This design comes from an exercise in tuning for small area on the open sky130 flow, not from production work.
RTL that was checked went through simulation tests only; none was proved equivalent to the original.
For runs 3 to 5, only the layout was checked, not whether the RTL still works.
Power is estimated from default activity; no workload was simulated.

==> design/flow/design.v <==
module fcb_fg (
    input  wire        clk,
    input  wire        rst,
    input  wire [3:0]  col_in,
    input  wire        il_tripped,
    output wire [3:0]  row_out,
    output wire [4:0]  kp_res,
    output reg  [2:0]  cs_speed,
    output reg  [1:0]  cs_mode,
    output reg  [1:0]  cs_thr,
    output wire        duty_we,
    output wire [2:0]  duty_val
);
    localparam [2:0] F_CHECK  = 3'd0,    
                     F_CHECKK = 3'd1,    
                     F_WAIT   = 3'd2,
                     F_SAMPLE = 3'd3,
                     F_DISP   = 3'd4,    
                     F_DISPK  = 3'd5;    
    reg [2:0] state;
    reg [1:0] row;
    reg [1:0] col;
    reg [6:0] dcnt;         
    wire      dcnt_idle = dcnt[6] & dcnt[5] & dcnt[1] & dcnt[0];
    wire scanning = (state == F_WAIT) || (state == F_SAMPLE);
    assign row_out = scanning ? ~(4'b0001 << row) : 4'b1111;
    wire show_key = (state == F_DISPK) || (state == F_CHECKK);
    assign kp_res = show_key ? {1'b1, row, col} : 5'd0;
    wire [3:0] active_cols = ~col_in;
    reg  [1:0] first_col;
    always @(*) begin
        if (active_cols[0])      first_col = 2'd0;
        else if (active_cols[1]) first_col = 2'd1;
        else if (active_cols[2]) first_col = 2'd2;
        else                     first_col = 2'd3;
    end
    reg [1:0] op;
    reg [2:0] arg;
    always @(*) begin
        op  = 2'd0;
        arg = 3'd0;
        case ({row, col})
            4'h0: begin op = 2'd1; arg = 3'd1; end
            4'h1: begin op = 2'd1; arg = 3'd2; end
            4'h2: begin op = 2'd1; arg = 3'd3; end
            4'h3: begin op = 2'd2; arg = 3'd1; end
            4'h4: begin op = 2'd1; arg = 3'd4; end
            4'h7: begin op = 2'd2; arg = 3'd2; end
            4'hB: begin op = 2'd2; arg = 3'd3; end
            4'hC: begin op = 2'd3; arg = 3'd1; end
            4'hD: begin op = 2'd1; arg = 3'd0; end
            4'hE: begin op = 2'd3; arg = 3'd2; end
            default: ;
        endcase
    end
    assign duty_val = arg;
    assign duty_we  = (state == F_DISPK) && (op == 2'd1) && (cs_mode == 2'd0) && !il_tripped;
    always @(posedge clk) begin
        if (rst) begin
            state    <= F_CHECK;
            dcnt     <= 7'd99;
            cs_speed <= 3'd0;
            cs_mode  <= 2'd0;
            cs_thr   <= 2'd0;
        end else begin
            case (state)
                F_CHECK, F_CHECKK: begin
                    if (!dcnt_idle) begin
                        dcnt  <= dcnt + 7'd1;
                        state <= F_DISP;
                    end else begin
                        row   <= 2'd0;
                        state <= F_WAIT;
                    end
                end
                F_WAIT: state <= F_SAMPLE;
                F_SAMPLE: begin
                    if (active_cols != 4'd0) begin
                        col   <= first_col;
                        dcnt  <= 7'd0;
                        state <= F_DISPK;
                    end else if (row == 2'd3) begin
                        state <= F_DISP;
                    end else begin
                        row   <= row + 2'd1;
                        state <= F_WAIT;
                    end
                end
                F_DISPK: begin
                    case (op)
                        2'd1: cs_speed <= arg;
                        2'd2: cs_mode  <= arg[1:0];
                        2'd3: cs_thr   <= arg[1:0];
                        default: ;
                    endcase
                    state <= F_CHECKK;
                end
                default: state <= F_CHECK;
            endcase
        end
    end
endmodule
module fcb_bg (
    input  wire        clk,
    input  wire        rst,
    input  wire        data_in,
    input  wire [2:0]  cs_speed,
    input  wire [1:0]  cs_mode,
    input  wire [1:0]  cs_thr,
    output wire        data_oe,
    output wire        data_out,
    output reg         il_tripped,
    output reg  [1:0]  sn_status,
    output wire [52:0] disp_word,
    output reg         disp_wr,
    output wire        duty_we,
    output wire [2:0]  duty_val
);
    localparam [3:0] B_START     = 4'd0,
                     S_RATE      = 4'd1,
                     S_HIGH      = 4'd2,
                     S_LOW       = 4'd3,
                     S_CAP       = 4'd4,
                     S_DEC       = 4'd5,
                     B_INTERLOCK = 4'd6,
                     B_COOL      = 4'd7,
                     B_PATTERN   = 4'd8,
                     B_DWELL_ON  = 4'd9,
                     B_OFF       = 4'd10,
                     B_DWELL_OFF = 4'd11;
    localparam [1:0] M_UNSET = 2'd0, M_NATURAL = 2'd2, M_SLEEP = 2'd3;
    reg [3:0]  state;
    reg [1:0]  bg_md;
    reg [2:0]  bg_spd;
    reg [13:0] tmr;
    reg [10:0] cnt;
    wire       rd_valid;
    reg [2:0]  ge;          
    reg [31:0] frame;       
    reg [7:0]  ck;          
    reg [2:0]  d_spd;
    reg [1:0]  d_md;
    reg [1:0]  d_thr;
    reg        d_valid;
    reg [31:0] d_rd;
    reg [1:0]  d_st;
    reg        d_warn;
    reg [6:0] spd7;
    always @(*) begin
        casez (d_spd)
            3'b000:  spd7 = 7'd0;
            3'b001:  spd7 = 7'd30;
            3'b010:  spd7 = 7'd60;
            3'b011:  spd7 = 7'd80;
            default: spd7 = 7'd100;
        endcase
    end
    reg [7:0] thr8;
    always @(*) begin
        casez (d_thr)
            2'b00:   thr8 = 8'd100;
            2'b01:   thr8 = 8'd30;
            2'b10:   thr8 = 8'd40;
            default: thr8 = 8'd0;        
        endcase
    end
    assign disp_word = {spd7, d_md, thr8, d_valid, d_rd, d_st, d_warn};
    wire [4:0] td_div10 = frame[7:0] / 8'd10;
    wire [8:0] temp_int = frame[15:8] + {4'd0, td_div10};
    wire rate_limited = rd_valid && (cnt != 11'd0);
    wire       bit_ev  = cnt[0] && !cnt[7];
    wire       bit_val = tmr[6] | (tmr[5] & tmr[4] & (tmr[3] | tmr[2] | tmr[1]));   
    wire       cx      = bit_val ^ !cnt[6];
    wire [7:0] ck_pos  = 8'd1 << cnt[3:1];
    reg  [7:0] ck_add;
    integer k;
    always @(*) begin
        ck_add[0] = ck_pos[0] & cx;
        for (k = 1; k < 8; k = k + 1)
            ck_add[k] = (ck_pos[k] & cx) | (ck_add[k-1] & ck[k-1]);
    end
    reg ge_sel;
    always @(*) begin
        case (cs_thr)
            2'd0:    ge_sel = ge[0];
            2'd1:    ge_sel = ge[1];
            default: ge_sel = ge[2];
        endcase
    end
    wire trip = !rd_valid || ge_sel;
    assign data_oe  = (state == S_HIGH) || (state == S_LOW);
    assign rd_valid = d_valid || (sn_status == 2'd1);
    assign data_out = (state == S_HIGH) ||
                      ((state == B_START || state == S_RATE) && sn_status == 2'd0);
    assign duty_we = ((state == B_INTERLOCK) && trip) ||
                     ((state == B_PATTERN) && (cs_mode == bg_md) && (bg_md != M_UNSET)) ||
                     ((state == B_OFF) && (cs_mode == bg_md));
    assign duty_val = (state == B_PATTERN) ? bg_spd : 3'd0;
    wire data_changed = (data_in != cnt[0]);
    reg disp_we, disp_warn;
    always @(*) begin
        disp_we   = 1'b0;
        disp_warn = 1'b0;
        case (state)
            B_INTERLOCK: if (trip) begin disp_we = 1'b1; disp_warn = 1'b1; end
            B_PATTERN:   if (cs_mode == bg_md) disp_we = 1'b1;
            B_OFF:       if (cs_mode == bg_md) disp_we = 1'b1;
            default: ;
        endcase
    end
    always @(posedge clk) begin
        if (rst) begin
            d_spd   <= 3'd0;
            d_md    <= 2'd0;
            d_thr   <= 2'd3;
            d_valid <= 1'b0;
            d_rd    <= 32'd0;
            d_st    <= 2'd0;
            d_warn  <= 1'b0;
        end else if (disp_we) begin
            d_spd   <= cs_speed;
            d_md    <= cs_mode;
            d_thr   <= cs_thr;
            d_valid <= rd_valid;
            if (sn_status == 2'd1)
                d_rd <= frame;
            d_st    <= sn_status;
            d_warn  <= disp_warn;
        end
    end
    wire at9    = tmr[3] & tmr[0];
    wire at99   = tmr[6] & tmr[5] & tmr[1] & tmr[0];
    wire at179  = tmr[7] & tmr[5] & tmr[4] & tmr[1] & tmr[0];
    wire at999  = tmr[9] & tmr[8] & tmr[7] & tmr[6] & tmr[5] & tmr[2] & tmr[1] & tmr[0];
    wire at1999 = tmr[10] & tmr[9] & tmr[8] & tmr[7] & tmr[6] & tmr[3] & tmr[2] & tmr[1] & tmr[0];
    wire at9999 = tmr[13] & tmr[10] & tmr[9] & tmr[8] & tmr[3] & tmr[2] & tmr[1] & tmr[0];
    wire dwell_end = (bg_md == M_SLEEP) ? at1999 : at999;
    reg tmr_clr;
    always @(*) begin
        case (state)
            S_RATE, B_INTERLOCK, B_PATTERN, B_OFF: tmr_clr = 1'b1;
            S_HIGH:  tmr_clr = at9;
            S_LOW:   tmr_clr = at179;
            S_CAP:   tmr_clr = data_changed;
            default: tmr_clr = 1'b0;
        endcase
    end
    always @(posedge clk) begin
        tmr <= tmr_clr ? 14'd0 : tmr + 14'd1;
        if (state != S_CAP && cnt != 11'd0)
            cnt <= cnt - 11'd1;
        if (rst) begin
            state      <= B_START;
            il_tripped <= 1'b1;
            sn_status  <= 2'd0;
            disp_wr    <= 1'b0;
        end else begin
            disp_wr <= disp_we;
            case (state)
                B_START: begin
                    bg_md  <= cs_mode;
                    bg_spd <= cs_speed;
                    state  <= S_RATE;
                end
                S_RATE: begin
                    if (rate_limited)
                        state <= B_INTERLOCK;
                    else
                        state <= S_HIGH;
                end
                S_HIGH: begin
                    if (at9)
                        state <= S_LOW;
                end
                S_LOW: begin
                    if (at179) begin
                        cnt   <= 11'd131;
                        ck    <= 8'd1;
                        state <= S_CAP;
                    end
                end
                S_CAP: begin
                    if (data_changed) begin
                        cnt <= cnt - 11'd1;
                        if (cnt != 11'd47) begin
                            if (bit_ev && cnt[6])
                                frame <= {frame[30:0], bit_val};
                            if (bit_ev)
                                ck <= ck ^ ck_add;
                        end else begin
                            state <= S_DEC;             
                        end
                    end else if (at99) begin
                        state <= S_DEC;
                    end
                end
                S_DEC: begin
                    cnt <= 11'd0;
                    if (cnt != 11'd47) begin
                        sn_status <= 2'd2;               
                    end else if (ck == 8'd0) begin
                        cnt       <= 11'd1999;
                        ge[0]     <= (temp_int >= 9'd100);
                        ge[1]     <= (temp_int >= 9'd30);
                        ge[2]     <= (temp_int >= 9'd40);
                        sn_status <= 2'd1;               
                    end else begin
                        sn_status <= 2'd3;               
                    end
                    state <= B_INTERLOCK;
                end
                B_INTERLOCK: begin
                    il_tripped <= trip;
                    state      <= trip ? B_COOL : B_PATTERN;
                end
                B_COOL: begin
                    if (at9999)
                        state <= B_START;
                end
                B_PATTERN: begin
                    if (cs_mode == bg_md && (bg_md == M_NATURAL || bg_md == M_SLEEP))
                        state <= B_DWELL_ON;
                    else
                        state <= B_START;
                end
                B_DWELL_ON: begin
                    if (cs_mode != bg_md)
                        state <= B_START;
                    else if (dwell_end)
                        state <= B_OFF;
                end
                B_OFF: begin
                    if (cs_mode != bg_md)
                        state <= B_START;
                    else
                        state <= B_DWELL_OFF;
                end
                B_DWELL_OFF: begin
                    if (cs_mode != bg_md || dwell_end)
                        state <= B_START;
                end
                default: state <= B_START;
            endcase
        end
    end
endmodule
module fcb (
    input  wire        CLK,
    input  wire        RST,
    input  wire [3:0]  COL_IN,
    input  wire        DATA_IN,
    output wire [3:0]  ROW_OUT,
    output wire        COL_PULL,
    output wire        DATA_OE,
    output wire        DATA_OUT,
    output wire        DATA_PU,
    output reg  [15:0] MOTOR_DUTY,
    output reg         MOTOR_WR,
    output reg         MOTOR_EN,
    output wire [52:0] DISP_WORD,
    output wire        DISP_WR,
    output wire        IL_TRIPPED,
    output wire [1:0]  SN_STATUS,
    output wire [4:0]  KEY_CODE
);
    wire [2:0] cs_speed;
    wire [1:0] cs_mode;
    wire [1:0] cs_thr;
    wire       fg_duty_we, bg_duty_we;
    wire [2:0] fg_duty, bg_duty;
    reg  [2:0] duty;
    fcb_fg u_fg (
        .clk        (CLK),
        .rst        (RST),
        .col_in     (COL_IN),
        .il_tripped (IL_TRIPPED),
        .row_out    (ROW_OUT),
        .kp_res     (KEY_CODE),
        .cs_speed   (cs_speed),
        .cs_mode    (cs_mode),
        .cs_thr     (cs_thr),
        .duty_we    (fg_duty_we),
        .duty_val   (fg_duty)
    );
    fcb_bg u_bg (
        .clk        (CLK),
        .rst        (RST),
        .data_in    (DATA_IN),
        .cs_speed   (cs_speed),
        .cs_mode    (cs_mode),
        .cs_thr     (cs_thr),
        .data_oe    (DATA_OE),
        .data_out   (DATA_OUT),
        .il_tripped (IL_TRIPPED),
        .sn_status  (SN_STATUS),
        .disp_word  (DISP_WORD),
        .disp_wr    (DISP_WR),
        .duty_we    (bg_duty_we),
        .duty_val   (bg_duty)
    );
    assign COL_PULL = 1'b1;
    assign DATA_PU  = ~DATA_OE;
    always @(*) begin
        casez (duty)
            3'b000:  MOTOR_DUTY = 16'd0;
            3'b001:  MOTOR_DUTY = 16'd19660;
            3'b010:  MOTOR_DUTY = 16'd39321;
            3'b011:  MOTOR_DUTY = 16'd52428;
            default: MOTOR_DUTY = 16'd65535;
        endcase
    end
    always @(posedge CLK) begin
        if (RST) begin
            duty     <= 3'd0;
            MOTOR_WR <= 1'b0;
            MOTOR_EN <= 1'b0;
        end else begin
            MOTOR_EN <= 1'b1;
            MOTOR_WR <= bg_duty_we | fg_duty_we;
            if (bg_duty_we)
                duty <= bg_duty;
            else if (fg_duty_we)
                duty <= fg_duty;
        end
    end
endmodule
==> design/flow/flow/run.sh <==
#!/bin/bash
# Standard layout (the standard.sh, unchanged synthesis), except that the
# port buffers are the smallest buffer cell instead of the one buffer_ports picks.
set -euo pipefail
bash standard.sh "BUFFER_PORTS_ARGS=-buffer_cell sky130_fd_sc_hd__buf_1" finish > standard_make.log 2>&1
==> design/flow/standard.sh <==
#!/bin/bash
# synth_recipe.tcl (not shown) runs the flow's synth.tcl, then flattens the netlist and writes it again
# the make line also repeats each setting of config.mk as NAME=value (left out here)
make -C /OpenROAD-flow-scripts/flow DESIGN_CONFIG=/design/flow/config.mk WORK_HOME=/design/flow/orfs CLKGATE_MAP_FILE= SYNTH_SCRIPT=/design/flow/synth_recipe.tcl "${@:-finish}"
==> design/flow/config.mk <==
export PLATFORM = sky130hd
export DESIGN_NAME = fcb
export DESIGN_NICKNAME = fcb
export VERILOG_FILES = /design/flow/design.v
export SDC_FILE = /design/flow/constraint.sdc
export NUM_CORES = 4
export LEC_CHECK = 0
export CAP_MARGIN = 20
export CORE_MARGIN = 2
export CORE_UTILIZATION = 40
export CTS_BUF_LIST = sky130_fd_sc_hd__clkbuf_8
export SLEW_MARGIN = 20
==> design/flow/constraint.sdc <==
create_clock -name core_clock -period 10.0 [get_ports {CLK}]
set_input_delay 2.0000 -clock core_clock [delete_from_list [all_inputs] [get_ports {CLK}]]
set_output_delay 2.0000 -clock core_clock [all_outputs]
set_load 0.01 [all_outputs]
==> results of run 1 <==
registers in the layout, summed over array words and instances, names as in the netlist, 4 cells and up:
name	count
u_bg.ck	8
u_bg.cnt	11
u_bg.d_rd	32
u_bg.frame	32
u_bg.state	4
u_bg.tmr	14
u_fg.dcnt	7
power by group:
part,total [mW],internal [mW],switching [mW]
clock,0.490,0.237,0.254
sequential,0.801,0.688,0.113
combinational,0.404,0.173,0.231
critical path, cell delays in order, from the launching register on:
cell and delay, ns:
dfxtp_1 0.38, o311ai_0 0.46, and2_1 0.26, xnor2_1 0.18
nor4_1 0.08, ha_1 0.20, a21o_1 0.16, ha_1 0.17
a21o_1 0.16, ha_1 0.17, a31o_2 0.21, ha_1 0.17
a21o_1 0.15, ha_1 0.17, a21o_1 0.15, ha_1 0.17
a21o_1 0.15, ha_1 0.17, a211oi_1 0.24, xor2_1 0.20
nor2_1 0.05
layout by cell type (no fill, tap or decap), drive strengths merged, types with 7 or more instances in the layout:
master	netlist	routed
and3	16	16
nor2b	12	12
o211ai	11	11
edfxtp	52	52
and2	15	15
dfxtp	98	98
a211oi	14	14
and4	7	7
inv	33	44
a31oi	7	7
ha	28	28
buf	35	95
clkbuf	34	19
nand3	48	48
nor3	17	17
nand4	11	11
a21oi	65	65
a21o	10	10
nand2b	9	9
xnor2	11	11
xor2	17	17
o21ai	58	58
mux2i	19	19
nand2	59	59
nor2	72	72
layer usage:
| layer | track usage (%) | vias to the layer above |
|---|---|---|
| li1 | - | 3170 |
| met1 | 25.3 | 2993 |
| met2 | 27.1 | 124 |
| met3 | 4.50 | 14 |
| met4 | 4.13 | 0 |
| met5 | 0 | - |
area by class of cell:
cell class | count | area, sq um | area share [%]
Multi-Input combinational cell | 604 | 3890 | 44.8
Sequential cell | 150 | 3520 | 40.5
Timing Repair Buffer | 96 | 404 | 4.65
Tap cell | 265 | 332 | 3.82
Clock buffer | 18 | 248 | 2.85
Clock inverter | 14 | 161 | 1.86
Inverter | 34 | 128 | 1.47
kinds of logic after synthesis:
kind of cell	share of synthesized area (%)
flip-flops	44.9
buffers and inverters	6.01
other	0.0957
AO/OA/AOI/OAI	17.8
XOR/XNOR	3.22
multiplexers	2.71
adder cells (fa/ha/maj)	4.72
AND/OR/NAND/NOR	20.6
metrics by stage:
| stage | hold WS [ns] | cell area [sq um] | worst slack, ns | power (mW) |
|---|---|---|---|---|
| floorplan | 0.424 | 7850 | 6.09 | 1.12 |
| global placement | 0.434 | 8250 | 5.66 | 1.21 |
| detailed placement | 0.435 | 8250 | 5.65 | 1.21 |
| CTS | 0.455 | 8660 | 5.68 | 1.70 |
| global route | 0.466 | 8690 | 5.39 | 1.80 |
| finish | 0.449 | 8690 | 5.70 | 1.70 |
worst min path at each step:
stage | startpoint | endpoint
after floorplan | u_bg.frame[3] | u_bg.frame[4]
after global placement | u_bg.frame[29] | u_bg.frame[30]
after detailed placement | u_bg.frame[26] | u_bg.frame[27]
after CTS | u_bg.frame[26] | u_bg.frame[27]
after global routing | u_bg.frame[26] | u_bg.frame[27]
final | u_bg.frame[26] | u_bg.frame[27]
==> metrics.md, run 1 <==
| Metric | Value |
|---|---|
| Cell count of the worst hold path | 0 |
| Final slew viol count | 0 |
| FILL cells | between 1500 and 2000 |
| Vias per Instance | 5.34 |
| Seq cells post-synth | 150 |
| Startpoint types | flip-flop |
| Sequential share of the synthesized area | between 40% and 50% |
| Worst vdd ir | 0.0000940 V |
| Setup_tns | 0 ns |
| Mapped cell area | 7850 sq um |
| P per Cell Area | about 200 nW/um^2 |
| Syn Inst Count | approximately 860 |
| Clk Latency, worst-skew pair | 0.46 ns |
| Vias | ~6300 |
| # nets final | between 900 and 1000 |
| CTS Root Cell | clkbuf_8 |
| RSZ-0062 raised after global routing | false |
| Met1 WL | around 9000 um |
| Hold Violations, Final | 0 |
| Worst Setup End Kind | flip-flop |
| Met3 WL | 701 um |
| Worst hold-check path type | reg2reg |
| Top-count cell post-synth | dfxtp_1 |
| Residual DRC | 0 |
| Post-cts hold buffer count | 0 |
| Starting Density | roughly 41% |
| Routed len/inst | 15.1 um |
| GP Congestion | around 0.82 |
| Largest net degree at the start of global routing | 69 |
| Top_reg_cell synth | dfxtp_1 |
| Layout cells sized above 1 | 7.42% |
| I/O pin cnt | 95 |
| Max layer used | met4 |
| CP max FO | 7 |
| Final period util | between 40% and 50% |
| Dominant cells by area after synthesis | dfxtp_1 25%, edfxtp_1 20%, ha_1 4.5% |
| CP startpoint | u_bg.tmr[3] |
| Syn-to-layout area delta | 10.7% |
| CTS tree | yes |
| Synth top area share | 25.0% |
| Residual overflow from global routing | 0 |
| Core Util, Final | 44.9% |
| Max Cap Violations | 0 |
| Critical path arrival | 4.51 ns |
| First-pass GRT wire length | 29300 um |
| Worst Skew | 0.0252 ns |
| Antenna Cells | 0 |
| Syn avg cell area | 9.18 sq um |
| Ys Warns | 3 |
| Number of flops mapped to enable cells by yosys | 52 |
| Core box area | between 15000 and 20000 sq um |
| Routed WL | 17800 um |
| Final antenna-violating net count | 0 |
| Synth area leader | dfxtp_1 |
| Leak pwr | 3.12 nW |
| I/O Buffers | 90 |
| Num CTS Buffers | 17 |
| CP Capture Point | u_bg.ck[7] |
| Die area | 20800 sq um |
| Placed Instances | 1148 |
| Vias in the first global route | between 5000 and 6000 |
| Highest achievable clock rate | 0.233 GHz |
| Critical R2R Capture | u_bg.ck[7] |
| Final worst path period need | 4.30 ns |
| R2R cell count | 20 |
| Post-CTS Setup Inserts | 0 |
| Row count | 51 |
| Clk slew on worst S/H paths | 0.10 ns |
| DP HPWL | 12100 um |
| Measured slew at the worst slew-check pin | 1.04 ns |
| Cts repair resizes | 0 |
| Drt first pass iters | 7 |
| Antenna violations before repair | 0 |
| Max transition margin | 30.6% |
| Critical path required time | 10.21 ns |
| Status | finished clean |
| # setup viols final | 0 |
| FF-to-FF Start | u_bg.tmr[3] |
| Kind of critical path | reg2reg |
| Synth cell count leaders | 98 x dfxtp_1, 72 x nor2_1, 65 x a21oi_1, 59 x nand2_1, 53 x o21ai_0 |
| Routed wl met2 | 7870 um |
| GRT Overall Usage | 17.7% |
| Clock Path Buffers | 2 |
| Asr flop ratio synth | 0% |
| Die Span X | 144 um |
| Flop-to-flop setup slack | 5.70 ns |
| Clock Sinks | 150 |
| H-tree depth | 4 |
| Synth unique cells | 82 |
| Initial drt markers | 399 |
| Post-Layout Cell Count | 1181 |
| Chip height | 144 um |
==> run 2, diff against run 1 <==
==> design/flow/run.sh (new file) <==
#!/bin/bash
# synth_recipe.tcl (not shown) runs the flow's synth.tcl, then flattens the netlist and writes it again
# the make line also repeats each setting of config.mk as NAME=value (left out here)
make -C /OpenROAD-flow-scripts/flow DESIGN_CONFIG=/design/flow/config.mk WORK_HOME=/design/flow/orfs CLKGATE_MAP_FILE= SYNTH_SCRIPT=/design/flow/synth_recipe.tcl finish
removed: design/flow/flow/run.sh
removed: design/flow/standard.sh
==> run 2 against run 1 <==
Against the previous run: clock-buffer cell count down 1; critical path depth unchanged; utilization increased by 2.8 points; global-route usage grew 0.46 points; synthesized cell count stayed put; synthesized area unchanged; setup slack got worse by 0.015 ns; routed wire length grew 2.0%; final cell count stayed put; power is 1.2% lower; via count about the same.
==> metrics.md, run 2 <==
| Metric | Value |
|---|---|
| Top_reg_cell synth | dfxtp_1 |
| Kind of critical path | reg2reg |
| Setup_tns | 0 ns (unchanged) |
| Final hold slack | 0.459 ns (+0.0100 ns) |
| Dominant cells by area after synthesis | dfxtp_1 25%, edfxtp_1 20%, ha_1 4.5% |
| Synth area leader | dfxtp_1 |
| P per Cell Area | 182 nW/um^2 (-7.0%) |
| Placed Instances | 1147 (-0.087%) |
| Starting Density | 40.6% (unchanged) |
| Status | finished clean |
| First-pass GRT wire length | 30100 um (+2.8%) |
| Tot Pwr | 1.68 mW (-1.2%) |
| Leak pwr | 3.31 nW (+6.1%) |
| Most frequent cells in the layout | 98 x dfxtp_1, 89 x clkdlybuf4s50_1, 72 x nor2_1 |
| Vias per Instance | 5.34 (about the same) |
| Number of flops mapped to enable cells by yosys | 52 (unchanged) |
| Mapped cell area | 7850 sq um (unchanged) |
| Largest net degree at the start of global routing | 69 (unchanged) |
| Row count | 51 (unchanged) |
| R2R cell count | 20 (unchanged) |
| Die area | 20800 sq um (unchanged) |
| Critical path required time | 10.21 ns (about the same) |
| Flop-to-flop setup slack | 5.69 ns (about the same) |
| Measured slew at the worst slew-check pin | 1.04 ns (+0.00262 ns) |
| Clk slew on worst S/H paths | 0.09 ns (about the same) |
| Worst Skew | 0.0132 ns (-0.0120 ns) |
| Layout cells sized above 1 | 7.42% (unchanged) |
| Hold path startpoint | u_bg.frame[26] |
| RSZ-0062 raised after global routing | false |
| I/O Buffers | 90 (unchanged) |
| Cts repair resizes | 0 (unchanged) |
| Synth top area share | 25.0% (unchanged) |
| CP max FO | 7 (unchanged) |
| Drt first pass iters | 4 (-3) |
| # setup viols final | 0 (unchanged) |
| CTS tree | yes |
| Synth unique cells | 82 (unchanged) |
| Commonest non-fill, non-tap cell in the layout | dfxtp_1 |
| Die Span X | 144 um (unchanged) |
| CP startpoint | u_bg.tmr[3] |
| Core box area | 19300 sq um (unchanged) |
| Critical R2R Capture | u_bg.ck[7] |
| GP Congestion | 0.871 (+5.7%) |
| H-tree depth | 4 (unchanged) |
| Final worst path period need | 4.31 ns (+0.0145 ns) |
| Hold Violations, Final | 0 (unchanged) |
| Post-Layout Cell Count | 1181 (unchanged) |
| Critical path arrival | 4.52 ns (about the same) |
| Routed WL | 18200 um (+2.0%) |
| Final setup margin | 5.69 ns (-0.0145 ns) |
| GRT Overall Usage | 18.2% (+0.46 points) |
| Clock Sinks | 150 (unchanged) |
| Worst vdd ir | 0.0000891 V (-5.2%) |
| Syn avg cell area | 9.18 sq um (unchanged) |
| Residual DRC | 0 (unchanged) |
| Final period util | 43.1% (+0.15 points) |
| Highest achievable clock rate | 0.232 GHz (-0.34%) |
| Num CTS Buffers | 17 (unchanged) |
| Sequential share of the synthesized area | 44.9% (unchanged) |
| Vias in the first global route | 5874 (+0.74%) |
| CP Capture Point | u_bg.ck[7] |
| Clk Latency, worst-skew pair | 0.46 ns (about the same) |
| Max Cap Violations | 0 (unchanged) |
| Post-CTS Setup Inserts | 0 (unchanged) |
| Startpoint types | flip-flop |
| Post-place setup slack | 5.62 ns (-0.0312 ns) |
| Chip height | 144 um (unchanged) |
| Antenna Cells | 0 (unchanged) |
| Ys Warns | 3 (unchanged) |
| Max transition margin | 30.2% (-0.35 points) |
| Largest regs | u_bg.d_rd: 32 flops, u_bg.frame: 32 flops, u_bg.tmr: 14 flops |
| Syn Inst Count | 855 (unchanged) |
| Routed len/inst | 15.4 um (+2.0%) |
| Syn-to-layout area delta | 17.6% |
| Final slew viol count | 0 (unchanged) |
| Clock Path Buffers | 2 (unchanged) |
| # nets final | 939 (unchanged) |
| I/O pin cnt | 95 (unchanged) |
| Seq cells post-synth | 150 (unchanged) |
| Initial drt markers | 406 (+1.8%) |
| Synth cell count leaders | 98 x dfxtp_1, 72 x nor2_1, 65 x a21oi_1, 59 x nand2_1, 53 x o21ai_0 |
| CTS Root Cell | clkbuf_8 |
| Antenna violations before repair | 0 (unchanged) |
| Worst Setup End Kind | flip-flop |
| Worst hold-check path type | reg2reg |
| Final antenna-violating net count | 0 (unchanged) |
| Vias | 6303 (+0.032%) |
| Post-cts hold buffer count | 0 (unchanged) |
| FF-to-FF Start | u_bg.tmr[3] |
| Top-count cell post-synth | dfxtp_1 |
| Residual overflow from global routing | 0 (unchanged) |
| Asr flop ratio synth | 0% (unchanged) |
| DP HPWL | 12500 um (+3.5%) |
==> run 2: critical path, stage by stage, from the launching register on <==
cell      delay [ns]
dfxtp_1         0.37
o311ai_0        0.50
and2_1          0.27
xnor2_1         0.18
nor4_1          0.08
ha_1            0.20
a21o_1          0.15
ha_1            0.17
a21o_1          0.15
ha_1            0.17
a31o_2          0.21
ha_1            0.17
a21o_1          0.15
ha_1            0.17
a21o_1          0.15
ha_1            0.17
a21o_1          0.15
ha_1            0.17
a211oi_1        0.22
xor2_1          0.19
nor2_1          0.06
==> run 2: per-layer routing <==
layer | GRT usage, % | vias to the layer above | share of wire (%)
li1 | - | 3174 | -
met2 | 28.1 | 126 | 44
met5 | 0 | - | 0
met4 | 5.06 | 0 | 1.3
met3 | 3.41 | 15 | 4.3
met1 | 26.1 | 2988 | 51
==> run 2: report_power, final <==
part | total [mW] | internal [mW] | switching [mW]
clock | 0.442 | 0.199 | 0.243
combinational | 0.430 | 0.196 | 0.234
sequential | 0.804 | 0.688 | 0.116
==> run 2: worst min path at each step <==
stage,to,slack (ns),cells past startpoint
floorplan,u_bg.frame[4],0.42,0
global placement,u_bg.frame[21],0.43,0
detailed placement,u_bg.frame[19],0.44,0
CTS,u_bg.frame[29],0.46,0
global route,u_bg.frame[27],0.47,0
finish,u_bg.frame[27],0.46,0
==> run 2: layout make-up <==
type | instances | area (sq um)
clock buffers | 17 | 234
inverters | 34 | 128
repair buffers | 96 | 981
flip-flops and latches | 150 | 3520
multi-input cells | 604 | 3900
well taps | 265 | 332
clock inverters | 15 | 131
fillers | 1867 | 10100
==> run 2: cells by family (layout without fill, tap and decap cells) <==
group           Yosys count  after routing  synth area share [%]
flops                   150            150                  44.9
compound gates          216            216                  17.8
mux                      21             21                  2.71
fa+ha+maj                29             29                  4.72
simple gates            306            306                  20.6
other cells               2              4                0.0957
xor+xnor                 28             28                  3.22
buf+inv                 103            162                  6.01
==> run 2: through the flow <==
stage                     cell area (sq um)  utilization (%)
after floorplan                        7850                -
after global placement                 8800             45.5
after detailed placement               8800             45.5
after CTS                              9170             47.4
after global routing                   9230             47.7
final                                  9230             47.7
==> run 3, diff against run 2 <==
--- a/design/flow/design.v
+++ b/design/flow/design.v
@@ -21,6 +21,5 @@
     reg [1:0] row;
     reg [1:0] col;
-    reg [6:0] dcnt;         
-    wire      dcnt_idle = dcnt[6] & dcnt[5] & dcnt[1] & dcnt[0];
+    reg [6:0] dcnt;
     wire scanning = (state == F_WAIT) || (state == F_SAMPLE);
     assign row_out = scanning ? ~(4'b0001 << row) : 4'b1111;
@@ -59,5 +58,5 @@
         if (rst) begin
             state    <= F_CHECK;
-            dcnt     <= 7'd99;
+            dcnt     <= 7'd0;
             cs_speed <= 3'd0;
             cs_mode  <= 2'd0;
@@ -66,6 +65,6 @@
             case (state)
                 F_CHECK, F_CHECKK: begin
-                    if (!dcnt_idle) begin
-                        dcnt  <= dcnt + 7'd1;
+                    if (dcnt != 7'd0) begin
+                        dcnt  <= dcnt - 7'd1;
                         state <= F_DISP;
                     end else begin
@@ -78,5 +77,5 @@
                     if (active_cols != 4'd0) begin
                         col   <= first_col;
-                        dcnt  <= 7'd0;
+                        dcnt  <= 7'd99;
                         state <= F_DISPK;
                     end else if (row == 2'd3) begin
@@ -109,5 +108,5 @@
     input  wire [1:0]  cs_thr,
     output wire        data_oe,
-    output wire        data_out,
+    output reg         data_out,
     output reg         il_tripped,
     output reg  [1:0]  sn_status,
@@ -135,5 +134,5 @@
     reg [13:0] tmr;
     reg [10:0] cnt;
-    wire       rd_valid;
+    reg        rd_valid;
     reg [2:0]  ge;          
     reg [31:0] frame;       
@@ -170,5 +169,5 @@
     wire rate_limited = rd_valid && (cnt != 11'd0);
     wire       bit_ev  = cnt[0] && !cnt[7];
-    wire       bit_val = tmr[6] | (tmr[5] & tmr[4] & (tmr[3] | tmr[2] | tmr[1]));   
+    wire       bit_val = (tmr <= 14'd49);
     wire       cx      = bit_val ^ !cnt[6];
     wire [7:0] ck_pos  = 8'd1 << cnt[3:1];
@@ -189,8 +188,6 @@
     end
     wire trip = !rd_valid || ge_sel;
-    assign data_oe  = (state == S_HIGH) || (state == S_LOW);
-    assign rd_valid = d_valid || (sn_status == 2'd1);
-    assign data_out = (state == S_HIGH) ||
-                      ((state == B_START || state == S_RATE) && sn_status == 2'd0);
+    wire [13:0] dwell_m1 = (bg_md == M_SLEEP) ? 14'd1999 : 14'd999;
+    assign data_oe = (state == S_HIGH) || (state == S_LOW);
     assign duty_we = ((state == B_INTERLOCK) && trip) ||
                      ((state == B_PATTERN) && (cs_mode == bg_md) && (bg_md != M_UNSET)) ||
@@ -229,27 +226,11 @@
         end
     end
-    wire at9    = tmr[3] & tmr[0];
-    wire at99   = tmr[6] & tmr[5] & tmr[1] & tmr[0];
-    wire at179  = tmr[7] & tmr[5] & tmr[4] & tmr[1] & tmr[0];
-    wire at999  = tmr[9] & tmr[8] & tmr[7] & tmr[6] & tmr[5] & tmr[2] & tmr[1] & tmr[0];
-    wire at1999 = tmr[10] & tmr[9] & tmr[8] & tmr[7] & tmr[6] & tmr[3] & tmr[2] & tmr[1] & tmr[0];
-    wire at9999 = tmr[13] & tmr[10] & tmr[9] & tmr[8] & tmr[3] & tmr[2] & tmr[1] & tmr[0];
-    wire dwell_end = (bg_md == M_SLEEP) ? at1999 : at999;
-    reg tmr_clr;
-    always @(*) begin
-        case (state)
-            S_RATE, B_INTERLOCK, B_PATTERN, B_OFF: tmr_clr = 1'b1;
-            S_HIGH:  tmr_clr = at9;
-            S_LOW:   tmr_clr = at179;
-            S_CAP:   tmr_clr = data_changed;
-            default: tmr_clr = 1'b0;
-        endcase
-    end
     always @(posedge clk) begin
-        tmr <= tmr_clr ? 14'd0 : tmr + 14'd1;
         if (state != S_CAP && cnt != 11'd0)
             cnt <= cnt - 11'd1;
         if (rst) begin
             state      <= B_START;
+            rd_valid   <= 1'b0;
+            data_out   <= 1'b1;
             il_tripped <= 1'b1;
             sn_status  <= 2'd0;
@@ -264,18 +245,29 @@
                 end
                 S_RATE: begin
-                    if (rate_limited)
+                    if (rate_limited) begin
                         state <= B_INTERLOCK;
-                    else
-                        state <= S_HIGH;
+                    end else begin
+                        data_out <= 1'b1;
+                        tmr      <= 14'd9;
+                        state    <= S_HIGH;
+                    end
                 end
                 S_HIGH: begin
-                    if (at9)
-                        state <= S_LOW;
+                    if (tmr == 14'd0) begin
+                        data_out <= 1'b0;
+                        tmr      <= 14'd179;
+                        state    <= S_LOW;
+                    end else begin
+                        tmr <= tmr - 14'd1;
+                    end
                 end
                 S_LOW: begin
-                    if (at179) begin
-                        cnt   <= 11'd131;
-                        ck    <= 8'd1;
-                        state <= S_CAP;
+                    if (tmr == 14'd0) begin
+                        cnt     <= 11'd131;
+                        ck      <= 8'd1;
+                        tmr     <= 14'd99;
+                        state   <= S_CAP;
+                    end else begin
+                        tmr <= tmr - 14'd1;
                     end
                 end
@@ -288,9 +280,13 @@
                             if (bit_ev)
                                 ck <= ck ^ ck_add;
+                            tmr     <= 14'd99;
                         end else begin
-                            state <= S_DEC;             
+                            state   <= S_DEC;           
                         end
-                    end else if (at99) begin
-                        state <= S_DEC;
+                    end else begin
+                        if (tmr == 14'd0)
+                            state <= S_DEC;
+                        else
+                            tmr <= tmr - 14'd1;
                     end
                 end
@@ -300,4 +296,5 @@
                         sn_status <= 2'd2;               
                     end else if (ck == 8'd0) begin
+                        rd_valid  <= 1'b1;
                         cnt       <= 11'd1999;
                         ge[0]     <= (temp_int >= 9'd100);
@@ -311,32 +308,50 @@
                 end
                 B_INTERLOCK: begin
-                    il_tripped <= trip;
-                    state      <= trip ? B_COOL : B_PATTERN;
+                    if (trip) begin
+                        il_tripped <= 1'b1;
+                        tmr        <= 14'd9999;
+                        state      <= B_COOL;
+                    end else begin
+                        il_tripped <= 1'b0;
+                        state      <= B_PATTERN;
+                    end
                 end
                 B_COOL: begin
-                    if (at9999)
+                    if (tmr == 14'd0)
                         state <= B_START;
+                    else
+                        tmr <= tmr - 14'd1;
                 end
                 B_PATTERN: begin
-                    if (cs_mode == bg_md && (bg_md == M_NATURAL || bg_md == M_SLEEP))
+                    if (cs_mode != bg_md) begin
+                        state <= B_START;
+                    end else if (bg_md == M_NATURAL || bg_md == M_SLEEP) begin
+                        tmr   <= dwell_m1;
                         state <= B_DWELL_ON;
-                    else
+                    end else begin
                         state <= B_START;
+                    end
                 end
                 B_DWELL_ON: begin
                     if (cs_mode != bg_md)
                         state <= B_START;
-                    else if (dwell_end)
+                    else if (tmr == 14'd0)
                         state <= B_OFF;
+                    else
+                        tmr <= tmr - 14'd1;
                 end
                 B_OFF: begin
-                    if (cs_mode != bg_md)
+                    if (cs_mode != bg_md) begin
                         state <= B_START;
-                    else
+                    end else begin
+                        tmr   <= dwell_m1;
                         state <= B_DWELL_OFF;
+                    end
                 end
                 B_DWELL_OFF: begin
-                    if (cs_mode != bg_md || dwell_end)
+                    if (cs_mode != bg_md || tmr == 14'd0)
                         state <= B_START;
+                    else
+                        tmr <= tmr - 14'd1;
                 end
                 default: state <= B_START;
==> design/flow/flow/run.sh (new file) <==
#!/bin/bash
# Standard layout (the standard.sh, unchanged synthesis), except that the
# port buffers are the smallest buffer cell instead of the one buffer_ports picks.
set -euo pipefail
bash standard.sh "BUFFER_PORTS_ARGS=-buffer_cell sky130_fd_sc_hd__buf_1" finish > standard_make.log 2>&1
==> design/flow/standard.sh (new file) <==
#!/bin/bash
# synth_recipe.tcl (not shown) runs the flow's synth.tcl, then flattens the netlist and writes it again
# the make line also repeats each setting of config.mk as NAME=value (left out here)
make -C /OpenROAD-flow-scripts/flow DESIGN_CONFIG=/design/flow/config.mk WORK_HOME=/design/flow/orfs CLKGATE_MAP_FILE= SYNTH_SCRIPT=/design/flow/synth_recipe.tcl "${@:-finish}"
removed: design/flow/run.sh
==> run 3 against run 2 <==
Against the previous run: still clean on timing, DRC and antenna; register-to-register slack lost 0.60 ns; first-iteration DRC count grew 11%; critical path type unchanged; final cell count grew 2.3%; hold slack lost 0.0046 ns; clock skew grew 0.0024 ns; synthesized area grew 2.4%; power grew 16%; clock power grew 12%; global-route usage shrank 1.1 points; non-clock buffer count shrank 1.
==> metrics.md, run 3 <==
| Metric | Value |
|---|---|
| Status | finished clean |
| Vias in the first global route | 5852 (-0.37%) |
| Cts repair resizes | 0 (unchanged) |
| CTS tree | yes |
| Core Util, Final | 45.2% (-2.6 points) |
| Routed len/inst | 14.9 um (-3.4%) |
| Antenna Cells | 0 (unchanged) |
| GRT Overall Usage | 17.1% (-1.1 points) |
| Sequential share of the synthesized area | 46.1% (+1.2 points) |
| H-tree depth | 4 (unchanged) |
| Row count | 51 (unchanged) |
| Worst Skew | 0.0156 ns (+0.00240 ns) |
| Worst Setup End Kind | flip-flop |
| Critical R2R Capture | u_bg.ck[7] |
| Dominant cells by area after synthesis | edfxtp_1 25%, dfxtp_1 21%, nand2_1 5.3% |
| Max transition margin | 40.1% (+9.9 points) |
| Synth Area in XOR/XNOR | 4.14% (+0.92 points) |
| Residual DRC | 0 (unchanged) |
| FF-to-FF Start | u_bg.tmr[10] |
| Num CTS Buffers | 17 (unchanged) |
| CTS Root Cell | clkbuf_8 |
| Top_reg_cell synth | dfxtp_1 |
| Synth cell count leaders | 113 x nand2_1, 88 x nor2_1, 86 x dfxtp_1, 68 x a21oi_1, 66 x edfxtp_1 |
| Ys Warns | 3 (unchanged) |
| Drt first pass iters | 5 (+1) |
| Synth area leader | edfxtp_1 |
| DP HPWL | 12400 um (-0.63%) |
| I/O Buffers | 90 (unchanged) |
| Largest family of logic cells by synthesized area | simple AND/OR/NAND/NOR gates |
| CP Capture Point | u_bg.ck[7] |
| CP startpoint | u_bg.tmr[10] |
| Die Span X | 146 um (+1.2%) |
| Final antenna-violating net count | 0 (unchanged) |
| Core box area | 19600 sq um (+1.3%) |
| Mapped cell area | 8040 sq um (+2.4%) |
| GP Congestion | 0.857 (-1.5%) |
| Multi-input logic area | 3910 sq um (+0.26%) |
| Setup_tns | 0 ns (unchanged) |
| Vias per Instance | 5.28 (-1.1%) |
| CP max FO | 5 (-2) |
| Post-route cell area | 8850 sq um (-4.1%) |
| Final worst path period need | 4.91 ns (+0.599 ns) |
| Number of flops mapped to enable cells by yosys | 66 (+27%) |
| Syn Inst Count | 876 (+2.5%) |
| Clk Latency, worst-skew pair | 0.45 ns (about the same) |
| Kind of critical path | reg2reg |
| Largest net degree at the start of global routing | 77 (+12%) |
| Critical path required time | 10.30 ns (+0.09 ns) |
| Measured slew at the worst slew-check pin | 0.896 ns (-0.144 ns) |
| Clock Path Buffers | 2 (unchanged) |
| Seq cells post-synth | 152 (+1.3%) |
| Final period util | 49.1% (+6.0 points) |
| Initial drt markers | 450 (+11%) |
| Post-cts hold buffer count | 0 (unchanged) |
| Hold Violations, Final | 0 (unchanged) |
| Clk slew on worst S/H paths | 0.09 ns (about the same) |
| P per Cell Area | 220 nW/um^2 (+21%) |
| Synth Area in Adders | 5.04% (+0.32 points) |
| First-pass GRT wire length | 29600 um (-1.6%) |
| Post-synthesis mux area share | 3.25% (+0.54 points) |
| Leak pwr | 3.23 nW (-2.5%) |
| Flop-to-flop setup slack | 5.09 ns (-0.60 ns) |
| Syn avg cell area | 9.17 sq um (about the same) |
| Largest regs | u_bg.d_rd: 32 flops, u_bg.frame: 32 flops, u_bg.tmr: 14 flops |
| Antenna violations before repair | 0 (unchanged) |
| Asr flop ratio synth | 0% (unchanged) |
| Starting Density | 41.0% (+0.44 points) |
| Synth unique cells | 81 (-1.2%) |
| Die area | 21200 sq um (+2.4%) |
| R2R cell count | 21 (+5.0%) |
| Synth top area share | 24.7% (-0.34 points) |
| Placed Instances | 1176 (+2.5%) |
| Critical path arrival | 5.21 ns (+0.69 ns) |
| FILL cells | 1933 (+3.5%) |
| Worst hold-check path type | reg2reg |
| Final slew viol count | 0 (unchanged) |
| Placed cell areas | 8420 sq um (-4.3%) |
| Most frequent cells in the layout | 113 x nand2_1, 89 x buf_1, 87 x nor2_1 |
| Sequential cell area | 3700 sq um (+5.1%) |
| Top-count cell post-synth | nand2_1 |
| Residual overflow from global routing | 0 (unchanged) |
| Post-CTS Setup Inserts | 0 (unchanged) |
| Area share of and/or/nand/nor cells after synthesis | 20.9% (+0.35 points) |
| Commonest non-fill, non-tap cell in the layout | nand2_1 |
| # nets final | 968 (+3.1%) |
| Synth Area in Compound Gates | 14.9% (-2.9 points) |
| Post-Layout Cell Count | 1208 (+2.3%) |
| Vias | 6377 (+1.2%) |
| # setup viols final | 0 (unchanged) |
| Routed WL | 17900 um (-1.2%) |
| I/O pin cnt | 95 (unchanged) |
| Chip height | 146 um (+1.2%) |
| Highest achievable clock rate | 0.204 GHz (-12%) |
| Clock Sinks | 152 (+1.3%) |
| Worst vdd ir | 0.0000996 V (+12%) |
| Startpoint types | flip-flop |
| Syn-to-layout area delta | 10.1% |
| Max Cap Violations | 0 (unchanged) |
| Layout cells sized above 1 | 7.42% (about the same) |
| RSZ-0062 raised after global routing | false |
==> run 3: cell types whose count changed in the layout (fill, tap and decap cells not counted), moves of 15 or more <==
| cell | change |
|---|---|
| buf_1 | +89 |
| clkdlybuf4s50_1 | -89 |
| nand2_1 | +54 |
| nand3_1 | -37 |
| nor2_1 | +15 |
==> run 3: logic make-up (layout without fill, tap and decap cells) <==
logic type / after synthesis / after routing
xor gates and xnor gates: 38 / 38
DFF: 152 / 152
other: 2 / 4
buffers and inverters: 90 / 155
and+or+nand+nor: 346 / 346
muxes: 26 / 26
adders and majority gates: 32 / 32
AOI/OAI and AO/OA: 190 / 190
==> run 3: layout make-up <==
| type | count | area share, % |
|---|---|---|
| multi-input combinational | 636 | 44.2 |
| tap | 265 | 3.75 |
| timing repair buffer | 95 | 4.26 |
| clock inverter | 14 | 1.97 |
| inverter | 28 | 1.19 |
| clock buffer | 18 | 2.80 |
| sequential | 152 | 41.9 |
==> run 3: metrics by stage <==
step	setup slack, ns	hold WS, ns	power (mW)
floorplan	4.83	0.418	1.32
global placement	5.17	0.433	1.45
detailed placement	5.13	0.436	1.45
CTS	5.09	0.455	1.96
global route	4.75	0.470	2.07
finish	5.09	0.454	1.94
==> run 3: routing by layer <==
layer	GRT usage [%]	part of all wire (%)	up-vias
li1	-	-	3194
met1	22.7	47	2972
met2	26.9	46	182
met3	4.11	5.4	29
met4	6.37	2.2	0
met5	0	0	-
==> run 3: worst min path at each step <==
| stage | from | endpoint | slack, ns | cells past startpoint |
|---|---|---|---|---|
| 5_1_grt | u_bg.frame[28] | u_bg.frame[29] | 0.47 | 0 |
| 3_3_place_gp | u_bg.frame[30] | u_bg.frame[31] | 0.43 | 0 |
| 2_1_floorplan | u_bg.bg_spd[0] | duty[0] | 0.42 | 2 |
| 4_1_cts | u_bg.frame[28] | u_bg.frame[29] | 0.46 | 0 |
| 3_5_place_dp | u_bg.bg_spd[0] | duty[0] | 0.44 | 2 |
| 6_report | u_bg.bg_spd[0] | duty[0] | 0.45 | 2 |
==> run 3: critical path: stages (launching register included) <==
cell      delay (ns)
edfxtp_1        0.42
or4_1           0.60
nor4b_1         0.36
and2_1          0.27
xnor2_1         0.16
nand2_1         0.13
nor3_1          0.05
ha_1            0.19
a21o_1          0.15
ha_1            0.17
a41o_1          0.20
ha_1            0.18
a31o_2          0.21
ha_1            0.17
a41o_2          0.22
ha_1            0.17
a31o_2          0.21
ha_1            0.17
o21bai_1        0.15
ha_1            0.17
a41oi_1         0.20
mux2i_1         0.21
==> run 3: report_power, final <==
group          switching, mW  leakage [nW]  internal, mW
Combinational          0.349          1.72         0.239
Sequential             0.119          1.31         0.740
Clock                  0.242         0.204         0.255
==> run 4, diff against run 3 <==
==> design/flow/run.sh (new file) <==
#!/bin/bash
# synth_recipe.tcl (not shown) runs the flow's synth.tcl, then flattens the netlist and writes it again
# the make line also repeats each setting of config.mk as NAME=value (left out here)
make -C /OpenROAD-flow-scripts/flow DESIGN_CONFIG=/design/flow/config.mk WORK_HOME=/design/flow/orfs CLKGATE_MAP_FILE= SYNTH_SCRIPT=/design/flow/synth_recipe.tcl finish
--- a/design/flow/config.mk
+++ b/design/flow/config.mk
@@ -8,5 +8,5 @@
 export CAP_MARGIN = 20
 export CORE_MARGIN = 2
-export CORE_UTILIZATION = 40
+export CORE_UTILIZATION = 65
 export CTS_BUF_LIST = sky130_fd_sc_hd__clkbuf_8
 export SLEW_MARGIN = 20
removed: design/flow/flow/run.sh
removed: design/flow/standard.sh
==> run 4 against run 3 <==
Against the previous run: sequential share of layout area decreased by 1.8 points; sequential cell count unchanged; setup slack got worse by 0.068 ns; clock power decreased by 8.7%; non-clock buffer count unchanged; final cell count decreased by 8.0%; global-route usage increased by 11 points; die area decreased by 38%; clock-buffer cell count increased by 1; synthesized area unchanged; via count increased by 4.1%; power decreased by 0.65%; largest cell class unchanged; largest power group unchanged; highest routed layer unchanged.
==> metrics.md, run 4 <==
| Metric | Value |
|---|---|
| Chip height | 115 um (-21%) |
| Synth cell count leaders | 113 x nand2_1, 88 x nor2_1, 86 x dfxtp_1, 68 x a21oi_1, 66 x edfxtp_1 |
| Commonest non-fill, non-tap cell in the layout | nand2_1 |
| Measured slew at the worst slew-check pin | 0.897 ns (+0.000799 ns) |
| First-pass GRT wire length | 30000 um (+1.2%) |
| Clock Path Buffers | 2 (unchanged) |
| Largest net degree at the start of global routing | 77 (unchanged) |
| Drt first pass iters | 5 (unchanged) |
| GRT met3 Usage | 5.48% (+1.4 points) |
| Antenna Cells | 0 (unchanged) |
| CP top delay family | simple AND/OR/NAND/NOR gates |
| Initial drt markers | 633 (+41%) |
| Die area | 13300 sq um (-38%) |
| Core box area | 12100 sq um (-38%) |
| Number of flops mapped to enable cells by yosys | 66 (unchanged) |
| # nets final | 968 (unchanged) |
| Setup_tns | 0 ns (unchanged) |
| Num CTS Buffers | 17 (unchanged) |
| Status | finished clean |
| Max stage delay cell, worst path | or4_1 |
| Cts repair resizes | 0 (unchanged) |
| Critical path arrival | 5.28 ns (+0.07 ns) |
| Dominant cells by area after synthesis | edfxtp_1 25%, dfxtp_1 21%, nand2_1 5.3% |
| Ys Warns | 3 (unchanged) |
| Syn avg cell area | 9.17 sq um (unchanged) |
| DP HPWL | 13000 um (+4.7%) |
| Residual overflow from global routing | 0 (unchanged) |
| CP max FO | 5 (unchanged) |
| Syn-to-layout area delta | 15.1% |
| Worst vdd ir | 0.000166 V (+67%) |
| GRT Overall Usage | 28.5% (+11 points) |
| Mapped cell area | 8040 sq um (unchanged) |
| Largest regs | u_bg.d_rd: 32 flops, u_bg.frame: 32 flops, u_bg.tmr: 14 flops |
| Antenna violations before repair | 0 (unchanged) |
| Startpoint types | flip-flop |
| Post-CTS Setup Inserts | 0 (unchanged) |
| Routed WL | 18500 um (+2.9%) |
| Leak pwr | 3.43 nW (+6.3%) |
| Layout cells sized above 1 | 7.42% (unchanged) |
| Sequential cell area | 3700 sq um (unchanged) |
| Post-cts hold buffer count | 0 (unchanged) |
| RSZ-0062 raised after global routing | false |
| Die Span X | 115 um (-21%) |
| Row count | 40 (-22%) |
| Syn Inst Count | 876 (unchanged) |
| Kind of critical path | reg2reg |
| Vias per Instance | 5.98 (+13%) |
| # setup viols final | 0 (unchanged) |
| Critical path required time | 10.30 ns (about the same) |
| I/O Buffers | 90 (unchanged) |
| CTS Root Cell | clkbuf_8 |
| Tot Pwr | 1.93 mW (-0.65%) |
| Top_reg_cell synth | dfxtp_1 |
| Most used cell, CP | ha_1 |
| Worst Setup End Kind | flip-flop |
| Starting Density | 66.6% (+26 points) |
| Vias | 6639 (+4.1%) |
| Clock Sinks | 152 (unchanged) |
| Seq cells post-synth | 152 (unchanged) |
| Highest achievable clock rate | 0.201 GHz (-1.4%) |
| Final slew viol count | 0 (unchanged) |
| P per Cell Area | 209 nW/um^2 (-5.0%) |
| Routed len/inst | 16.6 um (+12%) |
| Max transition margin | 40.1% (-0.053 points) |
| Buf/Inv on CP | 0 (unchanged) |
| Vias in the first global route | 6332 (+8.2%) |
| Worst path cell trace | or4_1 > nor4b_1 > and2_1 > xnor2_1 > nand2_1 > nor3_1 > ha_1 > a21o_1 > ha_1 > a41o_1 > ha_1 > a31o_2 > ha_1 > a41o_2 > ha_1 > a31o_2 > ha_1 > o21bai_1 > ha_1 > a41oi_1 > mux2i_1 |
| Final antenna-violating net count | 0 (unchanged) |
| Max Cap Violations | 0 (unchanged) |
| Clk Latency, worst-skew pair | 0.45 ns (about the same) |
| Worst hold-check path type | reg2reg |
| Top Usage Layer GRT | met2 |
| Asr flop ratio synth | 0% (unchanged) |
| Clk slew on worst S/H paths | 0.08 ns (about the same) |
| Final period util | 49.8% (+0.68 points) |
| M2 GR Usage | 47.6% (+21 points) |
| Final worst path period need | 4.98 ns (+0.0679 ns) |
| Synth unique cells | 81 (unchanged) |
| Synth area leader | edfxtp_1 |
| Multi-input logic area | 3910 sq um (unchanged) |
| Top-count cell post-synth | nand2_1 |
| Hold Violations, Final | 0 (unchanged) |
| GP Congestion | 0.934 (+9.0%) |
| Sequential share of the synthesized area | 46.1% (unchanged) |
| Worst Skew | 0.0139 ns (-0.00176 ns) |
| H-tree depth | 4 (unchanged) |
| FILL cells | 860 (-56%) |
| Residual DRC | 0 (unchanged) |
| CTS tree | yes |
| Met1 Track Usage GR | 36.7% (+14 points) |
| Synth top area share | 24.7% (unchanged) |
| Critical Path Max Stage Delay | 0.56 ns (-0.04 ns) |
| I/O pin cnt | 95 (unchanged) |
| Most frequent cells in the layout | 113 x nand2_1, 89 x clkdlybuf4s50_1, 87 x nor2_1 |
-- run 4: cell counts after synthesis --
Identical to the previous run, type by type.
-- run 4: through the flow --
step | hold slack (ns) | cell area [sq um] | std cells | setup slack, ns | util, %
2_1_floorplan | 0.418 | 8040 | 878 | 4.83 | -
3_3_place_gp | 0.434 | 8860 | 1079 | 5.21 | 73.4
3_5_place_dp | 0.440 | 8860 | 1079 | 5.04 | 73.4
4_1_cts | 0.462 | 9250 | 1111 | 4.99 | 76.7
5_1_grt | 0.477 | 9250 | 1111 | 4.74 | 76.7
6_report | 0.462 | 9250 | 1111 | 5.02 | 76.7
-- run 4: layout make-up --
class | count | area share (%)
multi-input cells | 636 | 42.3
well taps | 168 | 2.27
clock buffers | 19 | 2.83
clock inverters | 13 | 1.37
inverters | 28 | 1.14
flip-flops and latches | 152 | 40.0
repair buffers | 95 | 10.1
-- run 4: cells by family after synthesis --
| group | Yosys count | synth area share [%] |
|---|---|---|
| AO/OA/AOI/OAI | 190 | 14.9 |
| XOR/XNOR | 38 | 4.14 |
| adder cells (fa/ha/maj) | 32 | 5.04 |
| buffers and inverters | 90 | 5.60 |
| flip-flops | 152 | 46.1 |
| multiplexers | 26 | 3.25 |
| other | 2 | 0.0934 |
| AND/OR/NAND/NOR | 346 | 20.9 |
-- run 4: final timing paths --
| kind | start | endpoint | slack [ns] | cells past startpoint |
|---|---|---|---|---|
| setup reg to reg | u_bg.tmr[8] | u_bg.ck[7] | 5.02 | 21 |
| setup / recovery | u_bg.tmr[8] | u_bg.ck[7] | 5.02 | 21 |
| hold reg to reg | u_bg.bg_spd[2] | duty[2] | 0.46 | 2 |
| hold / removal | u_bg.bg_spd[2] | duty[2] | 0.46 | 2 |
-- run 4: worst min-delay path: cells and delay by family (launching register included) --
kind | cells | cell delay, ns
and+or+nand+nor | 1 | 0.05
AOI/OAI and AO/OA | 1 | 0.06
DFF | 1 | 0.33
-- run 4: routing by layer --
metal / vias to the layer above / share of wire, % / wire, um
met5: - / 0 / 0
met4: 0 / 2.0 / 375
met3: 35 / 6.3 / 1160
met2: 267 / 50 / 9160
met1: 3143 / 42 / 7760
li1: 3194 / - / -
-- run 4: power by group --
part	switching, mW	leakage [nW]	total [mW]	internal [mW]
registers	0.124	1.31	0.864	0.740
clock network	0.256	0.200	0.454	0.197
logic	0.358	1.93	0.613	0.255
==> run 5, diff against run 4 <==
--- a/design/flow/design.v
+++ b/design/flow/design.v
@@ -136,4 +136,5 @@
     reg        rd_valid;
     reg [2:0]  ge;          
+    reg        cap_val;
     reg [31:0] frame;       
     reg [7:0]  ck;          
@@ -165,6 +166,5 @@
     end
     assign disp_word = {spd7, d_md, thr8, d_valid, d_rd, d_st, d_warn};
-    wire [4:0] td_div10 = frame[7:0] / 8'd10;
-    wire [8:0] temp_int = frame[15:8] + {4'd0, td_div10};
+    wire [11:0] temp_x10 = frame[15:8] * 4'd10 + {4'd0, frame[7:0]};
     wire rate_limited = rd_valid && (cnt != 11'd0);
     wire       bit_ev  = cnt[0] && !cnt[7];
@@ -194,5 +194,5 @@
                      ((state == B_OFF) && (cs_mode == bg_md));
     assign duty_val = (state == B_PATTERN) ? bg_spd : 3'd0;
-    wire data_changed = (data_in != cnt[0]);
+    wire data_changed = (data_in != cap_val);
     reg disp_we, disp_warn;
     always @(*) begin
@@ -264,4 +264,5 @@
                 S_LOW: begin
                     if (tmr == 14'd0) begin
+                        cap_val <= 1'b1;
                         cnt     <= 11'd131;
                         ck      <= 8'd1;
@@ -280,4 +281,5 @@
                             if (bit_ev)
                                 ck <= ck ^ ck_add;
+                            cap_val <= data_in;
                             tmr     <= 14'd99;
                         end else begin
@@ -298,7 +300,7 @@
                         rd_valid  <= 1'b1;
                         cnt       <= 11'd1999;
-                        ge[0]     <= (temp_int >= 9'd100);
-                        ge[1]     <= (temp_int >= 9'd30);
-                        ge[2]     <= (temp_int >= 9'd40);
+                        ge[0]     <= (temp_x10 >= 12'd1000);
+                        ge[1]     <= (temp_x10 >= 12'd300);
+                        ge[2]     <= (temp_x10 >= 12'd400);
                         sn_status <= 2'd1;               
                     end else begin
--- a/design/flow/config.mk
+++ b/design/flow/config.mk
@@ -6,7 +6,7 @@
 export NUM_CORES = 4
 export LEC_CHECK = 0
+export ABC_AREA = 1
 export CAP_MARGIN = 20
 export CORE_MARGIN = 2
-export CORE_UTILIZATION = 65
-export CTS_BUF_LIST = sky130_fd_sc_hd__clkbuf_8
+export CORE_UTILIZATION = 40
 export SLEW_MARGIN = 20
==> run 5 against run 4 <==
Against the previous run: critical path depth is 9 higher; via count rose by 8.5%; utilization down 28 points; sequential power fell by 5.0%; clock-buffer cell count shrank 2; hold slack lost 0.025 ns; synthesized area is 7.8% higher; clock skew shrank 0.00078 ns; setup slack gained 0.54 ns; clock power increased by 46%; register-to-register slack gained 0.54 ns; largest power group unchanged.
==> metrics.md, run 5 <==
| Metric | Value |
|---|---|
| I/O Buffers | 90 (unchanged) |
| Routed WL | 19800 um (+7.1%) |
| Hold Violations, Final | 0 (unchanged) |
| H-tree depth | 4 (unchanged) |
| Largest regs | u_bg.d_rd: 32 flops, u_bg.frame: 32 flops, u_bg.tmr: 14 flops |
| Num CTS Buffers | 17 (unchanged) |
| Row count | 53 (+33%) |
| Measured slew at the worst slew-check pin | 0.813 ns (-0.0839 ns) |
| Antenna Cells | 0 (unchanged) |
| Vias | 7205 (+8.5%) |
| Vias in the first global route | 6868 (+8.5%) |
| Most frequent cells in the layout | 208 x nand2_1, 170 x inv_1, 100 x nor2_1 |
| Worst hold-check path type | reg2reg |
| Synth cell count leaders | 208 x nand2_1, 171 x inv_1, 100 x nor2_1, 86 x dfxtp_1, 81 x nand3_1 |
| Clock Path Buffers | 2 (unchanged) |
| Starting Density | 41.0% (-26 points) |
| I/O pin cnt | 95 (unchanged) |
| Setup_tns | 0 ns (unchanged) |
| GRT Overall Usage | 18.0% (-10 points) |
| Core box area | 21200 sq um (+75%) |
| Top-count cell post-synth | nand2_1 |
| Flop-to-flop setup slack | 5.56 ns (+0.54 ns) |
| Max stage delay cell, worst path | edfxtp_1 |
| Number of flops mapped to enable cells by yosys | 67 (+1.5%) |
| # setup viols final | 0 (unchanged) |
| Asr flop ratio synth | 0% (unchanged) |
| CTS tree | yes |
| Largest net degree at the start of global routing | 65 (-16%) |
| Synth unique cells | 44 (-46%) |
| Final hold slack | 0.436 ns (-0.0255 ns) |
| Startpoint types | flip-flop |
| Highest achievable clock rate | 0.225 GHz (+12%) |
| Final worst path period need | 4.44 ns (-0.544 ns) |
| Residual overflow from global routing | 0 (unchanged) |
| Most used cell, CP | ha_1 |
| Routed len/inst | 13.5 um (-19%) |
| Chip height | 151 um (+31%) |
| Seq cells post-synth | 153 (+0.66%) |
| Final period util | 44.4% (-5.4 points) |
| Clk slew on worst S/H paths | 0.07 ns (about the same) |
| Layout cells sized above 1 | 6.96% (-0.47 points) |
| GP Congestion | 0.909 (-2.7%) |
| # nets final | 1233 (+27%) |
| Tot Pwr | 2.06 mW (+6.5%) |
| Ys Warns | 3 (unchanged) |
| Final antenna-violating net count | 0 (unchanged) |
| Critical Path Max Stage Delay | 0.42 ns (-0.14 ns) |
| Clock Sinks | 153 (+0.66%) |
| Dominant cells by area after synthesis | edfxtp_1 23%, dfxtp_1 20%, nand2_1 9.0% |
| Hold Path End | u_bg.bg_spd[0] |
| Max Cap Violations | 0 (unchanged) |
| Die area | 22900 sq um (+72%) |
| Syn avg cell area | 7.82 sq um (-15%) |
| Mapped cell area | 8670 sq um (+7.8%) |
| Kind of critical path | reg2reg |
| R2R cell count | 30 (+43%) |
| Leak pwr | 4.43 nW (+29%) |
| P per Cell Area | 200 nW/um^2 (-4.0%) |
| RSZ-0062 raised after global routing | false |
| Residual DRC | 0 (unchanged) |
| Synth top area share | 23.2% (-1.4 points) |
| Syn-to-layout area delta | 18.5% |
| Vias per Instance | 4.91 (-18%) |
| Critical R2R Capture | u_bg.ck[7] |
| Drt first pass iters | 7 (+2) |
| CTS Root Cell | clkbuf_16 |
| Post-CTS Setup Inserts | 0 (unchanged) |
| Critical path required time | 10.18 ns (-0.12 ns) |
| Cts repair resizes | 0 (unchanged) |
| CP max FO | 5 (unchanged) |
| Cell count of the worst hold path | 0 (-2) |
| Sequential share of the synthesized area | 43.1% (-3.0 points) |
| Antenna violations before repair | 0 (unchanged) |
| Worst vdd ir | 0.000119 V (-28%) |
| Critical path arrival | 4.61 ns (-0.67 ns) |
| Synth area leader | edfxtp_1 |
| Top_reg_cell synth | dfxtp_1 |
| Initial drt markers | 498 (-21%) |
| Clk Latency, worst-skew pair | 0.43 ns (-0.02 ns) |
| Commonest non-fill, non-tap cell in the layout | nand2_1 |
| DP HPWL | 14400 um (+11%) |
| Syn Inst Count | 1108 (+26%) |
| First-pass GRT wire length | 33000 um (+10%) |
| FF-to-FF Start | u_bg.tmr[0] |
| Post-cts hold buffer count | 0 (unchanged) |
| Hold path startpoint | u_fg.cs_speed[0] |
| Max transition margin | 45.4% (+5.3 points) |
| Status | finished clean |
| Final slew viol count | 0 (unchanged) |
| Worst Skew | 0.0131 ns (-0.000782 ns) |
| Worst Setup End Kind | flip-flop |
| Die Span X | 151 um (+31%) |
## run 5: cell types whose count changed after synthesis, moves of 25 or more
cell	delta
o21ai_1	+34
nand3_1	+70
nand2_1	+95
mux2i_1	-25
inv_1	+145
## run 5: how the worst max path moves through the flow
stage	from	endpoint
after global routing	u_bg.tmr[0]	u_bg.ck[7]
after floorplan	DATA_IN	u_bg.frame[0]
final	u_bg.tmr[0]	u_bg.ck[7]
after CTS	u_bg.tmr[0]	u_bg.ck[7]
after detailed placement	u_bg.tmr[0]	u_bg.ck[7]
after global placement	u_bg.tmr[0]	u_bg.ck[7]
## run 5: cell type report
class                      count  area [sq um]
clock buffer                  17           425
inverter                     184           691
fill                        2079         10900
timing repair buffer          95           938
tap                          275           344
clock inverter                15           194
multi-input combinational    729          3940
sequential                   153          3730
## run 5: cells by family after synthesis
logic type	synth area share, %
AND/OR/NAND/NOR	23.5
adder cells (fa/ha/maj)	6.81
AO/OA/AOI/OAI	12.3
flip-flops	43.1
XOR/XNOR	2.70
other	0.0867
buffers and inverters	11.6
## run 5: stage by stage
| stage | utilization [%] | cells | area [sq um] | worst slack (ns) |
|---|---|---|---|---|
| finish | 48.5 | 1468 | 10300 | 5.56 |
| global route | 48.5 | 1468 | 10300 | 5.09 |
| CTS | 48.5 | 1468 | 10300 | 5.52 |
| detailed placement | 45.6 | 1436 | 9650 | 5.55 |
| global placement | 45.6 | 1436 | 9650 | 5.70 |
| floorplan | - | 1110 | 8670 | 4.62 |
## run 5: worst max-delay path: cells and delay by family (launching register included)
family,cells,cell delay [ns]
adder cells (fa/ha/maj),8,1.54
buffers and inverters,6,0.39
flip-flops,1,0.42
AO/OA/AOI/OAI,7,1.03
AND/OR/NAND/NOR,9,0.81
## run 5: routing by layer
metal / routed length, um / global-route usage, % / vias up
met4: 119 / 4.30 / 0
li1: - / - / 3757
met1: 9670 / 24.7 / 3325
met3: 677 / 3.64 / 10
met5: 0 / 0 / -
met2: 9320 / 29.3 / 113
## run 5: report_power, final
part / internal [mW] / switching [mW]
clock network: 0.362 / 0.301
logic: 0.207 / 0.366
registers: 0.739 / 0.0818
total: 1.31 / 0.749

[what the ideal ports hide]
In the flow no input, the clock included, has a driving cell. The finished layouts below were timed again as built, in two steps.
Step 1, drivers: a clkbuf_16 drives CLK and a buf_2 each remaining input, both assumed.
Step 2, shift: input delay + t, output delay - t, t = (earliest + latest rising clock arrival at the registers) / 2. This alone moves slack from input paths to output paths.
a / b / c = ideal ports / drivers / drivers and shift; a / b = the first two.
run	t (ns)	slack for setup (ns)	worst hold slack (ns)	worst setup path at the end	latest minus earliest clock arrival (ns)
run 1	0.483	5.702 / 5.702 / 5.619	0.449 / 0.449 / 0.449	input to register	0.026 / 0.026
run 2	0.489	5.687 / 5.687 / 5.615	0.459 / 0.459 / 0.459	input to register	0.016 / 0.016
run 3	0.487	5.088 / 5.088 / 5.088	0.454 / 0.454 / 0.454	register to register	0.020 / 0.020
run 4	0.482	5.020 / 5.020 / 5.020	0.462 / 0.462 / 0.462	register to register	0.014 / 0.014
run 5	0.462	5.564 / 5.564 / 5.564	0.436 / 0.436 / 0.436	register to register	0.013 / 0.013
After both steps setup and hold are still met in every run listed. The setup slack of run 1, which loses most, moves by 0.000 ns with the drivers and by -0.083 ns with both steps.
